Context: an optimization exercise on an open-source flow, tuned for small area, a short achievable clock period and few clock cycles per item. The choices shown serve that exercise and are no tape-out recipe. In this exercise RTL edits were held to simulation tests only and were not proved equivalent to the original.

**design/flow/config.mk**
```make
export PLATFORM = sky130hd
export DESIGN_NAME = yrd_fu
export DESIGN_NICKNAME = yrd_fu
export VERILOG_FILES = /design/flow/design.v
export SDC_FILE = /design/flow/constraint.sdc
export NUM_CORES = 4
export LEC_CHECK = 0
export CAP_MARGIN = 20
export CORE_MARGIN = 2
export CORE_UTILIZATION = 40
export SLEW_MARGIN = 20
```
**design/flow/constraint.sdc**
```tcl
create_clock -name core_clock -period 12.0 [get_ports {clk}]
set_input_delay 2.4000 -clock core_clock [delete_from_list [all_inputs] [get_ports {clk}]]
set_output_delay 2.4000 -clock core_clock [all_outputs]
set_load 0.01 [all_outputs]
```
**design/flow/design.v**
```verilog
module yrd_yuv2rgb (
    input  wire [7:0] y,
    input  wire [7:0] u,
    input  wire [7:0] v,
    output wire [7:0] r,
    output wire [7:0] g,
    output wire [7:0] b
);
    wire signed [9:0] c = $signed({2'b00, y}) - 10'sd16;
    wire signed [9:0] d = $signed({2'b00, u}) - 10'sd128;
    wire signed [9:0] e = $signed({2'b00, v}) - 10'sd128;
    wire signed [19:0] acc_r = 20'sd298 * c                   + 20'sd409 * e + 20'sd128;
    wire signed [19:0] acc_g = 20'sd298 * c - 20'sd100 * d    - 20'sd208 * e + 20'sd128;
    wire signed [19:0] acc_b = 20'sd298 * c + 20'sd516 * d                   + 20'sd128;
    wire signed [11:0] sh_r = acc_r >>> 8;
    wire signed [11:0] sh_g = acc_g >>> 8;
    wire signed [11:0] sh_b = acc_b >>> 8;
    function [7:0] clip8;
        input signed [11:0] x;
        begin
            if (x < 0)
                clip8 = 8'd0;
            else if (x > 255)
                clip8 = 8'd255;
            else
                clip8 = x[7:0];
        end
    endfunction
    assign r = clip8(sh_r);
    assign g = clip8(sh_g);
    assign b = clip8(sh_b);
endmodule
module yrd_fu (
    input  wire        clk,
    input  wire        rst,
    input  wire        cmd_valid,
    output wire        cmd_ready,
    input  wire [63:0] cmd_word,
    output reg         rsp_valid,
    input  wire        rsp_ready,
    output reg  [3:0]  rsp_status,
    output reg  [63:0] rsp_result
);
    localparam [3:0] ST_OK      = 4'd0;
    localparam [3:0] ST_ILLEGAL = 4'd11;
    localparam [7:0] OP_CLIP8   = 8'h30;
    localparam [7:0] OP_RSHR8   = 8'h31;
    localparam [7:0] OP_YUV2RGB = 8'h32;
    localparam [7:0] OP_565S    = 8'h33;
    localparam [7:0] OP_565P    = 8'h34;
    localparam [7:0] OP_LUMA    = 8'h35;
    localparam [7:0] OP_YUYV2   = 8'h36;
    wire [7:0]  op  = cmd_word[63:56];
    wire [23:0] rsv = cmd_word[55:32];
    wire [31:0] a   = cmd_word[31:0];
    wire signed [31:0] x = a;
    wire [7:0] clip_res = (x < 0) ? 8'd0 : (x > 255) ? 8'd255 : a[7:0];
    wire signed [32:0] rshr_sum = {x[31], x} + 33'sd128;
    wire signed [32:0] rshr_q   = rshr_sum >>> 8;
    wire [63:0] rshr_res = {{31{rshr_q[32]}}, rshr_q};
    wire [7:0] yuv_r, yuv_g, yuv_b;
    yrd_yuv2rgb u_yuv (
        .y(a[23:16]), .u(a[15:8]), .v(a[7:0]),
        .r(yuv_r), .g(yuv_g), .b(yuv_b)
    );
    wire [7:0] p0_r, p0_g, p0_b;
    wire [7:0] p1_r, p1_g, p1_b;
    yrd_yuv2rgb u_pix0 (
        .y(a[7:0]), .u(a[15:8]), .v(a[31:24]),
        .r(p0_r), .g(p0_g), .b(p0_b)
    );
    yrd_yuv2rgb u_pix1 (
        .y(a[23:16]), .u(a[15:8]), .v(a[31:24]),
        .r(p1_r), .g(p1_g), .b(p1_b)
    );
    wire [4:0] r5 = a[15:11];
    wire [5:0] g6 = a[10:5];
    wire [4:0] b5 = a[4:0];
    wire [7:0] s_r = {r5, 3'b000};
    wire [7:0] s_g = {g6, 2'b00};
    wire [7:0] s_b = {b5, 3'b000};
    wire [13:0] p_r_full = ({9'd0, r5} * 14'd255) / 14'd31;
    wire [13:0] p_g_full = ({8'd0, g6} * 14'd255) / 14'd63;
    wire [13:0] p_b_full = ({9'd0, b5} * 14'd255) / 14'd31;
    wire [7:0] p_r = p_r_full[7:0];
    wire [7:0] p_g = p_g_full[7:0];
    wire [7:0] p_b = p_b_full[7:0];
    reg        legal;
    reg [63:0] result;
    always @(*) begin
        legal  = 1'b0;
        result = 64'd0;
        if (rsv == 24'd0) begin
            case (op)
                OP_CLIP8: begin
                    legal  = 1'b1;
                    result = {56'd0, clip_res};
                end
                OP_RSHR8: begin
                    legal  = 1'b1;
                    result = rshr_res;
                end
                OP_YUV2RGB: begin
                    legal  = (a[31:24] == 8'd0);
                    result = {40'd0, yuv_r, yuv_g, yuv_b};
                end
                OP_565S: begin
                    legal  = (a[31:16] == 16'd0);
                    result = {40'd0, s_r, s_g, s_b};
                end
                OP_565P: begin
                    legal  = (a[31:16] == 16'd0);
                    result = {40'd0, p_r, p_g, p_b};
                end
                OP_LUMA: begin
                    legal  = (a[31:8] == 24'd0);
                    result = {40'd0, a[7:0], a[7:0], a[7:0]};
                end
                OP_YUYV2: begin
                    legal  = 1'b1;
                    result = {8'd0, p1_r, p1_g, p1_b, 8'd0, p0_r, p0_g, p0_b};
                end
                default: begin
                    legal  = 1'b0;
                end
            endcase
        end
        if (!legal)
            result = 64'd0;
    end
    assign cmd_ready = !rsp_valid || rsp_ready;
    wire   cmd_fire  = cmd_valid && cmd_ready;
    always @(posedge clk) begin
        if (rst)
            rsp_valid <= 1'b0;
        else if (cmd_ready)
            rsp_valid <= cmd_valid;
    end
    always @(posedge clk) begin
        if (cmd_fire) begin
            rsp_status <= legal ? ST_OK : ST_ILLEGAL;
            rsp_result <= result;
        end
    end
endmodule
```
**design/flow/run.sh**
```bash
#!/bin/bash
# synth_recipe.tcl (not shown) runs the flow's synth.tcl, then flattens the netlist and writes it again
# the make line also repeats each setting of config.mk as NAME=value (left out here)
make -C /OpenROAD-flow-scripts/flow DESIGN_CONFIG=/design/flow/config.mk WORK_HOME=/design/flow/orfs CLKGATE_MAP_FILE= SYNTH_SCRIPT=/design/flow/synth_recipe.tcl finish
```
==> impl_metrics.yaml <==
global_routing:
  antenna_found_initial: 4
  grt_pass1_wl_um: 120000
  grt_pass1_vias: 20698
  grt_max_degree: 51
  grt_usage_pct: 24.4
  grt-ovfl-total: 0
sta:
  skew_ns: 0.0215
  fin_crit_sh_pct: 96.1
  period_needed_ns: 11.53
  rsz0062_at_grt: "false"
  setup_ws_ns: 0.474
  fmax_mhz: 86.8
  slew_violations: 0
  whs_ns: 0.527
  hold_violations: 0
  slew_headroom_pct: 24.4
  finalSetupTns_ns: 0
  worst_pin_slew_ns: 1.13
  setup_violations: 0
setup_path:
  setup.worst_path.end_class: "flip-flop"
  cp-startpoint: "cmd_word[20]"
  cp-start-kind: "input port"
  critPathCapture: "rsp_result[16]"
  rr_startpoint: "rsp_valid"
  crit_fanout: 8
  arrival_ns: 11.63
  r2r_end: "rsp_result[54]"
  cpPeakStageDelay_ns: 0.72
  criticalPathCategory: "input port to flip-flop"
  rr_worst_depth: 3
  rrSetupSlack_ns: 10.41
  cp_slowest_cell: "xnor2_1"
  crit_required_ns: 12.10
logic_synthesis:
  yosys_warnings: 2
  syn_avg_cell_area_um2: 8.24
  syn-cell-area_um2: 24900
  ys_seq_area_share_pct: 6.12
  ys_ff_latch: 51
  synth_area_leaders: "ha_1, fa_1, inv_1"
  synth_top_area_share_pct: 30.3
  syn_nets: 3822
  postSynthCellCount: 3018
  synth_top_area_cell: "ha_1"
  synth_edf_count: 50
  ys.flop_type: "edfxtp_1"
  synthArstFlopShare_pct: 0
  synth.distinct_cells: 113
route:
  drt-total-wl_um: 78100
  via_per_inst: 5.55
  wire_per_inst_um: 19.6
  ant_nets: 0
  dr.pass1.iters: 5
  drc_errors: 0
  drt_iter0_drc: 1732
  vias: 22121
clocking:
  clockBufferDepth: 2
  clockRootBuffer: "clkbuf_16"
  clk_latency_ns: 0.35
  clk_pin_slew_ns: 0.10
  cts_setup_buffers: 0
  cts_tree: "done"
  cts_hold_buf: 0
  clock_sinks: 51
  h-tree-depth: 2
  cts_inserted_buffers: 5
  cts_resized: 0
floorplan:
  fp.dieH_um: 253
  die_area_um2: 64100
  io_pins: 138
  die_w_um: 253
  fp.coreArea_um2: 61600
  rows: 91
  start_util_pct: 40.3
place:
  dp.cells: 3977
  post_dp_cell_area_um2: 27300
  finalWeightedCongestion: 0.951
  port_buffers: 136
  dpl.hpwl_um: 66800
  place_ws_ns: 0.308
final_layout:
  final_nets: 3951
  drive_gt1_share_pct: 4.32
  design_area_um2: 27500
  diodes: 0
  finalNonFillerCells: 3985
  syn_to_final_growth_pct: 10.6
  post-route-util_pct: 44.6
worst_hold_path:
  hold_path_depth: 2
  hp-class: "flip-flop to flip-flop"
run_status:
  outcome: "timing/DRC/antenna clean"
flow_run:
  maxCapViolations: 0
## metal layers
layer  global-route usage, %  vias up  share of wire (%)
li1                        -    10952                  -
met1                    33.6    10375                 46
met2                    39.3      652                 44
met3                    2.85      134                5.8
met4                    8.00        8                3.7
met5                       0        -              0.069
## placed cells by master, fill, tap and decap left out, types with 22 or more instances in the layout
cell type and count:
nand2_1 147, a21o_1 50, o21ai_0 157, nor3_1 60
and3_1 22, nand3_1 55, inv_1 447, o21bai_1 43
xor2_1 49, edfxtp_1 50, nand2b_1 32, ha_1 601
o21a_1 68, nor2b_1 31, nor2_1 163, a31oi_1 36
a21oi_1 191, fa_1 135, and2_1 23, buf_4 50
xnor2_1 174, clkdlybuf4s50_1 136
## Yosys cell counts, types with 8 or more instances
| master | n |
|---|---|
| mux2i_1 | 13 |
| inv_1 | 447 |
| and3_1 | 22 |
| fa_1 | 135 |
| a211o_1 | 13 |
| a221oi_1 | 9 |
| a22oi_1 | 9 |
| nor4_1 | 20 |
| and2_1 | 24 |
| xnor2_1 | 175 |
| a211oi_1 | 15 |
| o21a_1 | 68 |
| or3_1 | 13 |
| o22ai_1 | 9 |
| a222oi_1 | 8 |
| edfxtp_1 | 50 |
| a21o_1 | 50 |
| o211ai_1 | 18 |
| or2_2 | 14 |
| o21ai_0 | 157 |
| a41oi_1 | 11 |
| nand4_1 | 21 |
| nand3_1 | 55 |
| o21ai_1 | 20 |
| o21bai_1 | 43 |
| xor2_1 | 49 |
| a31oi_1 | 36 |
| buf_4 | 18 |
| o2111ai_1 | 9 |
| ha_1 | 601 |
| nand2_1 | 147 |
| a21oi_1 | 191 |
| nor2_1 | 163 |
| nor3_1 | 60 |
| clkbuf_1 | 36 |
| nand2b_1 | 32 |
| nor2b_1 | 31 |
| a21boi_0 | 20 |
| mux2_2 | 10 |
## worst min-delay path by stage
stage                   start   endpoint  slack (ns)
CTS                 rsp_valid  rsp_valid        0.53
finish              rsp_valid  rsp_valid        0.53
global route        rsp_valid  rsp_valid        0.55
floorplan           rsp_valid  rsp_valid        0.59
global placement    rsp_valid  rsp_valid        0.51
detailed placement  rsp_valid  rsp_valid        0.52
## layout make-up
cell class	count	area, um^2
fill	6221	34100
multi-input combinational	2454	21300
timing repair buffer	186	1740
inverter	449	1690
sequential	51	1520
tap	837	1050
clock buffer	5	125
clock inverter	3	27.5
## worst max-delay path, delay by kind of cell
family / cells / cell delay (ns)
xor+xnor: 3 / 1.21
compound gates: 13 / 3.19
simple gates: 1 / 0.15
buf+inv: 6 / 1.05
fa+ha+maj: 9 / 3.59
## cell families after synthesis
| family | Yosys count | synth area share (%) |
|---|---|---|
| flip-flops | 51 | 6.12 |
| other | 1 | 0.0151 |
| multiplexers | 25 | 1.08 |
| XOR/XNOR | 226 | 8.02 |
| AO/OA/AOI/OAI | 810 | 22.2 |
| buffers and inverters | 513 | 8.07 |
| adder cells (fa/ha/maj) | 742 | 41.4 |
| AND/OR/NAND/NOR | 650 | 13.1 |
## state kept, by name, indices dropped and copies added (netlist names)
name / cells
rsp_result: 49
rsp_status: 1
rsp_valid: 1
Testbench counts, summed over its fixed seeds: cycles 32,008, items 32,000.

[port drivers added, routing unchanged]
The flow's constraints put no driver on any port. The routed layout listed below was extracted and timed again, unchanged, in two steps. Step 1 sets driving cells, clkbuf_16 on the clock port and buf_2 on the other inputs (assumed; they add their load-dependent delay and slew). Step 2 times the ports against the registers' clock, not the clock port: input delays grow and output delays shrink by t, the midpoint of the rising clock arrivals with the driver on. Slacks: ideal / step 1 / step 2; pairs: ideal / step 1.
t, ns: 0.389
setup WS [ns]: 0.474 / 0.469 / 0.081
worst setup path at the end: input to register
slew at the worst register clock pin (ns): 0.10 / 0.10
After both steps setup and hold are still met in this run. The setup slack of this run moves by -0.005 ns with the drivers and by -0.393 ns with both steps.
